This design comes from an exercise in tuning for small area on the open sky130 flow, not from production work. In this exercise RTL edits were held to simulation tests only and were not proved equivalent to the original. The flow treats the clock pin as an ideal source. Dropping or thinning the clock tree relies on that and would not hold on a real chip.

==> inputs of run a <==
==> flow/design.v <==
module cpusim_alu (
    input  wire x,       
    input  wire y,       
    input  wire ci,      
    input  wire zx,      
    input  wire nx,      
    input  wire zy,      
    input  wire ny,      
    input  wire f,       
    input  wire no,      
    output wire out,     
    output wire co       
);
    wire ix = (x & ~zx) ^ nx;
    wire iy = (y & ~zy) ^ ny;
    wire s  = ix ^ iy ^ ci;
    assign co  = (ix & iy) | (ci & (ix ^ iy));
    assign out = (f ? s : (ix & iy)) ^ no;
endmodule
module cpusim_core (
    input  wire        clk,
    input  wire        rst,         
    output wire [15:0] mem_addr,
    output wire        mem_re,
    output wire        mem_we,
    output wire [15:0] mem_wdata,
    input  wire [15:0] mem_rdata
);
    reg  [4:0]  cnt;
    reg         clr;      
    reg  [31:0] a;        
    reg  [15:0] r1, r2, r3, r4, r6, r7;
    reg         c;        
    reg         z;        
    reg         ldf;      
    wire       h1   = cnt[4];
    wire [3:0] b    = cnt[3:0];
    wire       b15  = (b == 4'd15);
    wire [2:0] op   = r1[2:0];
    wire [2:0] t    = r1[8:6];
    wire [2:0] s    = r1[5:3];      
    wire       cp   = (op == 3'b100);
    wire       alu  = (op == 3'b101);
    wire at16  = (cnt == 5'd16) & ~clr;
    wire ldcap = at16 & (op == 3'b001);
    wire [15:0] r1_d = ((cnt == 5'd0) | ldcap) ? mem_rdata : r1;
    wire r1_bit = r1_d[b];
    wire alu_o, alu_co;
    cpusim_alu u_alu (
        .x  (r2[0]),
        .y  (r3[0]),
        .ci (c),
        .zx (r1_d[11]),
        .nx (r1_d[10]),
        .zy (r1_d[9]),
        .ny (r1_d[8]),
        .f  (r1_d[7]),
        .no (r1_d[6]),
        .out(alu_o),
        .co (alu_co)
    );
    wire alu_en = ~h1 & (r1_d[2:0] == 3'b101);
    wire taken  = (s != 3'd0) & (r1[13] == z) & (r1[12] == alu_o);
    wire r0_inc = a[16] ^ c;
    reg src;
    always @(*) begin
        case (s)
            3'd0: src = r0_inc;
            3'd1: src = r1_bit;
            3'd2: src = r2[0];
            3'd3: src = r3[0];
            3'd4: src = r4[0];
            3'd5: src = a[0];
            3'd6: src = r6[0];
            default: src = r7[0];
        endcase
    end
    wire act  = h1 & ~clr & ~ldf;       
    wire cpw  = act & cp;
    wire wr0  = act & ((cp & (t == 3'd0)) | (alu & z));
    wire wr2  = cpw & (t == 3'd2);
    wire wr3  = cpw & (t == 3'd3);
    wire wr4  = cpw & (t == 3'd4);
    wire wr5  = cpw & (t == 3'd5);
    wire wr6  = cpw & (t == 3'd6);
    wire wr7  = cpw & (t == 3'd7);
    wire ld6  = h1 & (ldf | ldcap);
    wire win  = act & (b >= 4'd3) & (b <= 4'd10);
    wire sett = win & (op == 3'b011);   
    wire setl = win & (op == 3'b010);   
    assign mem_addr  = a[15:0];
    assign mem_wdata = r7;
    assign mem_we    = at16 & (op == 3'b000);
    assign mem_re    = ~mem_we;    
    always @(posedge clk) begin
        cnt <= rst ? 5'd0 : {cnt[4] ^ (&cnt[3:0]), cnt[3] ^ (&cnt[2:0]),
                             cnt[2] ^ (&cnt[1:0]), cnt[1] ^ cnt[0], ~cnt[0]};
        clr <= rst | (clr & (cnt != 5'd31));
        ldf <= ldcap | (ldf & ~b15);
        if (h1) c <= b15 ? 1'b0 : (a[16] & c);
        else    c <= b15 ? ~clr : alu_co;
        if (h1) z <= z | b15;
        else    z <= b15 ? taken : (z & ~alu_o);
        r1 <= r1_d;
        a[14:0]  <= a[15:1];
        a[15]    <= h1 ? (wr0 ? src : r0_inc) : a[16];
        a[30:16] <= a[31:17];
        a[31]    <= clr ? 1'b0 : (wr5 ? src : a[0]);
        r2 <= {clr ? 1'b0 : (wr2 ? src : r2[0]), r2[15:1]};
        r3 <= {clr ? 1'b0 : (wr3 ? src : r3[0]), r3[15:1]};
        r4 <= {clr ? 1'b0 : (alu_en ? alu_o : (wr4 ? src : r4[0])), r4[15:1]};
        r6 <= {clr ? 1'b0 : (ld6 ? r1_bit : (wr6 ? src : r6[0])), r6[15:1]};
        r7[15]   <= clr ? 1'b0 : (wr7 ? src : r7[0]);
        r7[14:13] <= r7[15:14];
        r7[12]   <= sett ? r1_bit : r7[13];
        r7[11:5] <= r7[12:6];
        r7[4]    <= setl ? r1_bit : r7[5];
        r7[3:0]  <= r7[4:1];
    end
endmodule
==> flow/flow/run.sh <==
#!/bin/bash
# Own layout flow: the standard flow (standard.sh) with
#  - synthesis as standard (same registers, same names), except that adders
#    are left to ABC (no fa/ha cells) and ABC maps for area with amap; the
#    synthesis is run once per flow/abc_*.script and the smallest result
#    (Yosys's chip area) is kept (synth_choice.log)
#  - one buf_1 on every input and output port
#  - a hand-built clock tree (flow/clock_tree.tcl, run as the PRE_CTS hook):
#    clkbuf leaves, each driving a cluster of flip-flops, the smallest tree
#    whose estimated clock-pin slew is at most 105 ps
# Each step's full output stays in orfs/logs; make's output goes to *.log here.
set -euo pipefail
here=$(pwd)
best=""
best_area=""
: > synth_choice.log
for s in "$here"/flow/abc_*.script; do
  name=$(basename "$s" .script)
  rm -rf "$here/orfs" "$here/scripts_area"
  cp -r "$FLOW_HOME/scripts" "$here/scripts_area"
  cp "$s" "$here/scripts_area/abc_area.script"
  SCRIPTS_DIR="$here/scripts_area" bash standard.sh ADDER_MAP_FILE= synth > "synth_$name.log" 2>&1
  area=$(sed -n "s/.*Chip area for module.*: *\([0-9.]*\).*/\1/p" "$here/orfs/reports/sky130hd/cpusim_core/base/synth_stat.txt" | head -1)
  echo "$name $area" >> synth_choice.log
  if [[ -z "$best" ]] || awk -v a="$area" -v b="$best_area" 'BEGIN { exit !(a < b) }'; then
    best="$name"
    best_area="$area"
    rm -rf "$here/orfs_best"
    mv "$here/orfs" "$here/orfs_best"
  fi
done
rm -rf "$here/orfs" "$here/scripts_area"
mv "$here/orfs_best" "$here/orfs"
echo "kept $best $best_area" >> synth_choice.log
export BUFFER_PORTS_ARGS="-buffer_cell sky130_fd_sc_hd__buf_1"
export PRE_CTS_TCL="$here/flow/clock_tree.tcl"
bash standard.sh finish > layout.log 2>&1
==> flow/flow/abc_am5.script <==
strash
ifraig
dc2
dch -f
amap -F 3 -m
topo
stime -c
==> flow/flow/abc_p.script <==
strash
ifraig
dc2
dch -f
amap -F 3
topo
stime -c
==> flow/flow/abc_s14.script <==
strash
ifraig
dc2
dch -f
amap -F 3
topo
stime -c
==> flow/flow/abc_s15.script <==
strash
ifraig
dc2
dch -f
amap -m -F 3
topo
stime -c
==> flow/flow/abc_s3.script <==
strash
dch -f
amap -m -F 3
topo
stime -c
==> flow/flow/clock_tree.tcl <==
set ::ct_limit 0.105
set cb4  sky130_fd_sc_hd__clkbuf_4
set cb8  sky130_fd_sc_hd__clkbuf_8
set cb16 sky130_fd_sc_hd__clkbuf_16
# {leaves leaf-cell root-cell}, by area
set ::ct_candidates [list \
  [list 11 $cb4 $cb8] [list 4 $cb16 {}] [list 12 $cb4 $cb8] [list 7 $cb8 $cb8] \
  [list 13 $cb4 $cb8] [list 14 $cb4 $cb8] [list 8 $cb8 $cb8] [list 15 $cb4 $cb8] \
  [list 16 $cb4 $cb8]]
set ::block [ord::get_db_block]
set ::clknet [[$::block findBTerm clk] getNet]
set ::sinks {}
foreach it [$::clknet getITerms] { lappend ::sinks $it }
set ::pts {}
foreach it $::sinks {
  set b [[$it getInst] getBBox]
  lappend ::pts [list [expr {([$b xMin] + [$b xMax]) / 2.0}] [expr {([$b yMin] + [$b yMax]) / 2.0}]]
}

proc ct_clusters {pts n order} {
  # initial centres spread along x, y or a diagonal, by order
  switch $order {
    0 { set keys [lmap p $pts {expr {int([lindex $p 0])}}] }
    1 { set keys [lmap p $pts {expr {int([lindex $p 1])}}] }
    2 { set keys [lmap p $pts {expr {int([lindex $p 0] + [lindex $p 1])}}] }
    default { set keys [lmap p $pts {expr {int([lindex $p 0] - [lindex $p 1])}}] }
  }
  set idx [lsort -integer -indices -increasing $keys]
  set cent {}
  for {set k 0} {$k < $n} {incr k} {
    lappend cent [lindex $pts [lindex $idx [expr {int(($k + 0.5) * [llength $pts] / $n)}]]]
  }
  set cap [expr {int(ceil(double([llength $pts]) / $n))}]
  for {set iter 0} {$iter < 30} {incr iter} {
    set pairs {}
    set i 0
    foreach p $pts {
      for {set k 0} {$k < $n} {incr k} {
        set c [lindex $cent $k]
        lappend pairs [list [expr {abs([lindex $p 0] - [lindex $c 0]) + abs([lindex $p 1] - [lindex $c 1])}] $i $k]
      }
      incr i
    }
    set asg [lrepeat [llength $pts] -1]
    set fill [lrepeat $n 0]
    foreach pr [lsort -real -index 0 $pairs] {
      lassign $pr d i k
      if {[lindex $asg $i] >= 0 || [lindex $fill $k] >= $cap} continue
      lset asg $i $k
      lset fill $k [expr {[lindex $fill $k] + 1}]
    }
    set new {}
    for {set k 0} {$k < $n} {incr k} {
      set sx 0.0; set sy 0.0; set m 0
      foreach p $pts a $asg { if {$a == $k} { set sx [expr {$sx + [lindex $p 0]}]; set sy [expr {$sy + [lindex $p 1]}]; incr m } }
      if {$m} { lappend new [list [expr {$sx / $m}] [expr {$sy / $m}]] } else { lappend new [lindex $cent $k] }
    }
    set cent $new
  }
  return [list $cent $asg]
}

proc ct_place {inst xy} {
  $inst setLocation [expr {int([lindex $xy 0])}] [expr {int([lindex $xy 1])}]
  $inst setPlacementStatus PLACED
}

proc ct_build {n ct_leaf ct_root order} {
  global block clknet sinks pts
  lassign [ct_clusters $pts $n $order] cent asg
  set rnet $clknet
  if {$ct_root ne ""} {
    set rinst [odb::dbInst_create $block [[ord::get_db] findMaster $ct_root] clkbuf_hand_root]
    set rnet [odb::dbNet_create $block clknet_hand_root]
    $rnet setSigType CLOCK
    [$rinst findITerm A] connect $clknet
    [$rinst findITerm X] connect $rnet
    set sx 0.0; set sy 0.0
    foreach c $cent { set sx [expr {$sx + [lindex $c 0]}]; set sy [expr {$sy + [lindex $c 1]}] }
    ct_place $rinst [list [expr {$sx / $n}] [expr {$sy / $n}]]
  }
  set master [[ord::get_db] findMaster $ct_leaf]
  for {set k 0} {$k < $n} {incr k} {
    set inst [odb::dbInst_create $block $master "clkbuf_hand_$k"]
    set net [odb::dbNet_create $block "clknet_hand_$k"]
    $net setSigType CLOCK
    [$inst findITerm A] connect $rnet
    [$inst findITerm X] connect $net
    foreach it $sinks a $asg { if {$a == $k} { $it disconnect; $it connect $net } }
    ct_place $inst [lindex $cent $k]
  }
}

proc ct_unbuild {n ct_root} {
  global block clknet sinks
  foreach it $sinks { $it disconnect; $it connect $clknet }
  for {set k 0} {$k < $n} {incr k} {
    odb::dbInst_destroy [$block findInst "clkbuf_hand_$k"]
    odb::dbNet_destroy [$block findNet "clknet_hand_$k"]
  }
  if {$ct_root ne ""} {
    odb::dbInst_destroy [$block findInst clkbuf_hand_root]
    odb::dbNet_destroy [$block findNet clknet_hand_root]
  }
}

proc ct_worst_slew {} {
  set_propagated_clock [all_clocks]
  estimate_parasitics -placement
  set worst 0.0
  foreach pin [all_registers -clock_pins] {
    foreach e {rise fall} {
      set s [get_property $pin slew_max_$e]
      if {$s > $worst} { set worst $s }
    }
  }
  unset_propagated_clock [all_clocks]
  return $worst
}

proc ct_choose {} {
  set last [lindex $::ct_candidates end]
  foreach cand $::ct_candidates {
    lassign $cand n leaf root
    # four clusterings, seeded along x, y and the two diagonals; keep the best
    set best_w 1e9
    set best_o 0
    for {set o 0} {$o < 4} {incr o} {
      ct_build $n $leaf $root $o
      set w [ct_worst_slew]
      ct_unbuild $n $root
      if {$w < $best_w} { set best_w $w; set best_o $o }
    }
    puts "clock tree: $n $leaf leaves under [expr {$root eq {} ? {the clock port} : $root}], estimated worst clock-pin slew [format %.1f [expr {$best_w * 1000}]] ps"
    if {$best_w <= $::ct_limit || $cand eq $last} break
  }
  ct_build $n $leaf $root $best_o
  puts "clock tree: kept $n $leaf leaves (clustering $best_o)"
}
ct_choose

# the tree is built; make CTS's own command a no-op
rename ::clock_tree_synthesis {}
proc ::clock_tree_synthesis {args} { puts "clock_tree_synthesis skipped: hand-built tree" }
==> flow/standard.sh <==
#!/bin/bash
# synth_recipe.tcl (not shown) runs the flow's synth.tcl, then flattens the netlist and writes it again
# the make line also repeats each setting of config.mk as NAME=value (left out here)
make -C /OpenROAD-flow-scripts/flow DESIGN_CONFIG=/design/flow/config.mk WORK_HOME=/design/flow/orfs CLKGATE_MAP_FILE= SYNTH_SCRIPT=/design/flow/synth_recipe.tcl "${@:-finish}"
==> flow/config.mk <==
export PLATFORM = sky130hd
export DESIGN_NAME = cpusim_core
export DESIGN_NICKNAME = cpusim_core
export VERILOG_FILES = /design/flow/design.v
export SDC_FILE = /design/flow/constraint.sdc
export NUM_CORES = 4
export LEC_CHECK = 0
export ABC_AREA = 1
export CAP_MARGIN = 20
export CORE_MARGIN = 2
export CORE_UTILIZATION = 80
export PLACE_DENSITY = 0.85
export SLEW_MARGIN = 20
==> flow/constraint.sdc <==
create_clock -name core_clock -period 10.0 [get_ports {clk}]
set_input_delay 2.0000 -clock core_clock [delete_from_list [all_inputs] [get_ports {clk}]]
set_output_delay 2.0000 -clock core_clock [all_outputs]
set_load 0.01 [all_outputs]
==> run b (differences from run a) <==
==> flow/flow/run.sh (replaced) <==
#!/bin/bash
# Own layout flow: the standard flow (standard.sh) with
#  - synthesis as standard, but ABC maps for area with amap (flow/abc_area.script)
#    and adders are left to ABC (no fa/ha cells)
#  - one buf_1 on every input and output port
#  - a hand-built clock tree (flow/clock_tree.tcl, run as the PRE_CTS hook):
#    clkbuf leaves, each driving a cluster of flip-flops, the smallest tree
#    whose estimated clock-pin slew is at most 105 ps
# Each step's full output stays in orfs/logs; make's output goes to *.log here.
set -euo pipefail
here=$(pwd)
rm -rf "$here/scripts_area"
cp -r "$FLOW_HOME/scripts" "$here/scripts_area"
cp "$here/flow/abc_area.script" "$here/scripts_area/abc_area.script"
SCRIPTS_DIR="$here/scripts_area" bash standard.sh ADDER_MAP_FILE= synth > synth.log 2>&1
export BUFFER_PORTS_ARGS="-buffer_cell sky130_fd_sc_hd__buf_1"
export PRE_CTS_TCL="$here/flow/clock_tree.tcl"
bash standard.sh finish > layout.log 2>&1
==> flow/flow/abc_area.script (new file) <==
strash
ifraig
dc2
dch -f
amap -F 3
topo
stime -c
--- a/flow/flow/clock_tree.tcl
+++ b/flow/flow/clock_tree.tcl
@@ -1,2 +1,2 @@
-set ::ct_limit 0.105
+set ct_limit 0.105
 set cb4  sky130_fd_sc_hd__clkbuf_4
@@ -5,3 +5,3 @@
 # {leaves leaf-cell root-cell}, by area
-set ::ct_candidates [list \
+set ct_candidates [list \
   [list 11 $cb4 $cb8] [list 4 $cb16 {}] [list 12 $cb4 $cb8] [list 7 $cb8 $cb8] \
@@ -9,21 +9,14 @@
   [list 16 $cb4 $cb8]]
-set ::block [ord::get_db_block]
-set ::clknet [[$::block findBTerm clk] getNet]
-set ::sinks {}
-foreach it [$::clknet getITerms] { lappend ::sinks $it }
-set ::pts {}
-foreach it $::sinks {
+set block [ord::get_db_block]
+set clknet [[$block findBTerm clk] getNet]
+set sinks {}
+foreach it [$clknet getITerms] { lappend sinks $it }
+set pts {}
+foreach it $sinks {
   set b [[$it getInst] getBBox]
-  lappend ::pts [list [expr {([$b xMin] + [$b xMax]) / 2.0}] [expr {([$b yMin] + [$b yMax]) / 2.0}]]
+  lappend pts [list [expr {([$b xMin] + [$b xMax]) / 2.0}] [expr {([$b yMin] + [$b yMax]) / 2.0}]]
 }
 
-proc ct_clusters {pts n order} {
-  # initial centres spread along x, y or a diagonal, by order
-  switch $order {
-    0 { set keys [lmap p $pts {expr {int([lindex $p 0])}}] }
-    1 { set keys [lmap p $pts {expr {int([lindex $p 1])}}] }
-    2 { set keys [lmap p $pts {expr {int([lindex $p 0] + [lindex $p 1])}}] }
-    default { set keys [lmap p $pts {expr {int([lindex $p 0] - [lindex $p 1])}}] }
-  }
-  set idx [lsort -integer -indices -increasing $keys]
+proc ct_clusters {pts n} {
+  set idx [lsort -integer -indices -increasing [lmap p $pts {expr {int([lindex $p 0])}}]]
   set cent {}
@@ -67,5 +60,5 @@
 
-proc ct_build {n ct_leaf ct_root order} {
+proc ct_build {n ct_leaf ct_root} {
   global block clknet sinks pts
-  lassign [ct_clusters $pts $n $order] cent asg
+  lassign [ct_clusters $pts $n] cent asg
   set rnet $clknet
@@ -120,25 +113,15 @@
 
-proc ct_choose {} {
-  set last [lindex $::ct_candidates end]
-  foreach cand $::ct_candidates {
-    lassign $cand n leaf root
-    # four clusterings, seeded along x, y and the two diagonals; keep the best
-    set best_w 1e9
-    set best_o 0
-    for {set o 0} {$o < 4} {incr o} {
-      ct_build $n $leaf $root $o
-      set w [ct_worst_slew]
-      ct_unbuild $n $root
-      if {$w < $best_w} { set best_w $w; set best_o $o }
-    }
-    puts "clock tree: $n $leaf leaves under [expr {$root eq {} ? {the clock port} : $root}], estimated worst clock-pin slew [format %.1f [expr {$best_w * 1000}]] ps"
-    if {$best_w <= $::ct_limit || $cand eq $last} break
-  }
-  ct_build $n $leaf $root $best_o
-  puts "clock tree: kept $n $leaf leaves (clustering $best_o)"
+set last [lindex $ct_candidates end]
+foreach cand $ct_candidates {
+  lassign $cand n leaf root
+  ct_build $n $leaf $root
+  set w [ct_worst_slew]
+  puts "clock tree: $n $leaf leaves under [expr {$root eq {} ? {the clock port} : $root}], estimated worst clock-pin slew [format %.1f [expr {$w * 1000}]] ps"
+  if {$w <= $ct_limit || $cand eq $last} break
+  ct_unbuild $n $root
 }
-ct_choose
+puts "clock tree: kept $n $leaf leaves"
 
 # the tree is built; make CTS's own command a no-op
-rename ::clock_tree_synthesis {}
-proc ::clock_tree_synthesis {args} { puts "clock_tree_synthesis skipped: hand-built tree" }
+rename clock_tree_synthesis {}
+proc clock_tree_synthesis {args} { puts "clock_tree_synthesis skipped: hand-built tree" }
--- a/flow/config.mk
+++ b/flow/config.mk
@@ -10,4 +10,4 @@
 export CORE_MARGIN = 2
-export CORE_UTILIZATION = 80
-export PLACE_DENSITY = 0.85
+export CORE_UTILIZATION = 85
+export PLACE_DENSITY = 0.95
 export SLEW_MARGIN = 20
removed: flow/flow/abc_am5.script
removed: flow/flow/abc_p.script
removed: flow/flow/abc_s14.script
removed: flow/flow/abc_s15.script
removed: flow/flow/abc_s3.script
==> qor summary <==
| quantity | run a | run b |
|---|---|---|
| Die height | 72.05 um | 70.12 um |
| Yosys cell types | 28 | 31 |
| Sequential area share after synthesis | 74.03% | 73.80% |
| Area share of the largest cell type after synthesis | 74.03% | 73.80% |
| Weighted congestion reported at the end of routability-driven placement | 0.9540 | 1.054 |
| Cell area after placement | 0.003849 mm^2 | 0.003852 mm^2 |
| Xor and xnor area share after synthesis | 0% | 0.2357% |
| Floorplan die width | 72.05 um | 70.12 um |
| Number of cells after detailed placement | 402 | 406 |
| Compound-gate portion of the synthesized area | 11.92% | 11.35% |
| HPWL after detailed placement | 5548 um | 6038 um |
| Simple-gate share of the synthesized area | 7.970% | 7.542% |
| Combined area of all synthesized cells | 0.003705 mm^2 | 0.003716 mm^2 |
| Status | timing/DRC/antenna clean | stopped before the end |
| Last stage reached | - | clock tree synthesis |
| Setup WS pre-CTS | 5171 ps | 5430 ps |
| Number of standard cells after synthesis | 314 | 319 |
| Effective utilization at floorplan | 83.93% | 86.54% |
| Multiplexer share of the synthesized area | 0.3040% | 0% |
| Synthesized net count | 332 | 337 |
| Post-Synthesis Mean Instance Area | 11.80 um^2 | 11.65 um^2 |
The clock cells of run a come from the design's own scripts or RTL, not from TritonCTS.

[static timing again, ports no longer ideal]
How much do the figures lean on ideal ports? The routed layout below was timed once more, with nothing changed but the port constraints.
Step 1 sets driving cells, clkbuf_16 on the clock port and buf_2 on the other inputs (assumed; they add their load-dependent delay and slew).
Step 2 also shifts input and output timing later by t, the mid clock arrival at the registers, as if the neighbouring blocks saw the same clock.
Three values: ideal ports, drivers, drivers and shift; two values: the first two.
run: run a
t, ns: 0.409
setup WS [ns]: 4.819 / 4.819 / 4.819
worst setup path at the end: register to register
latest minus earliest clock arrival (ns): 0.024 / 0.025
After both steps setup and hold are still met in run a. The setup slack of run a moves by 0.000 ns with the drivers and by 0.000 ns with both steps.
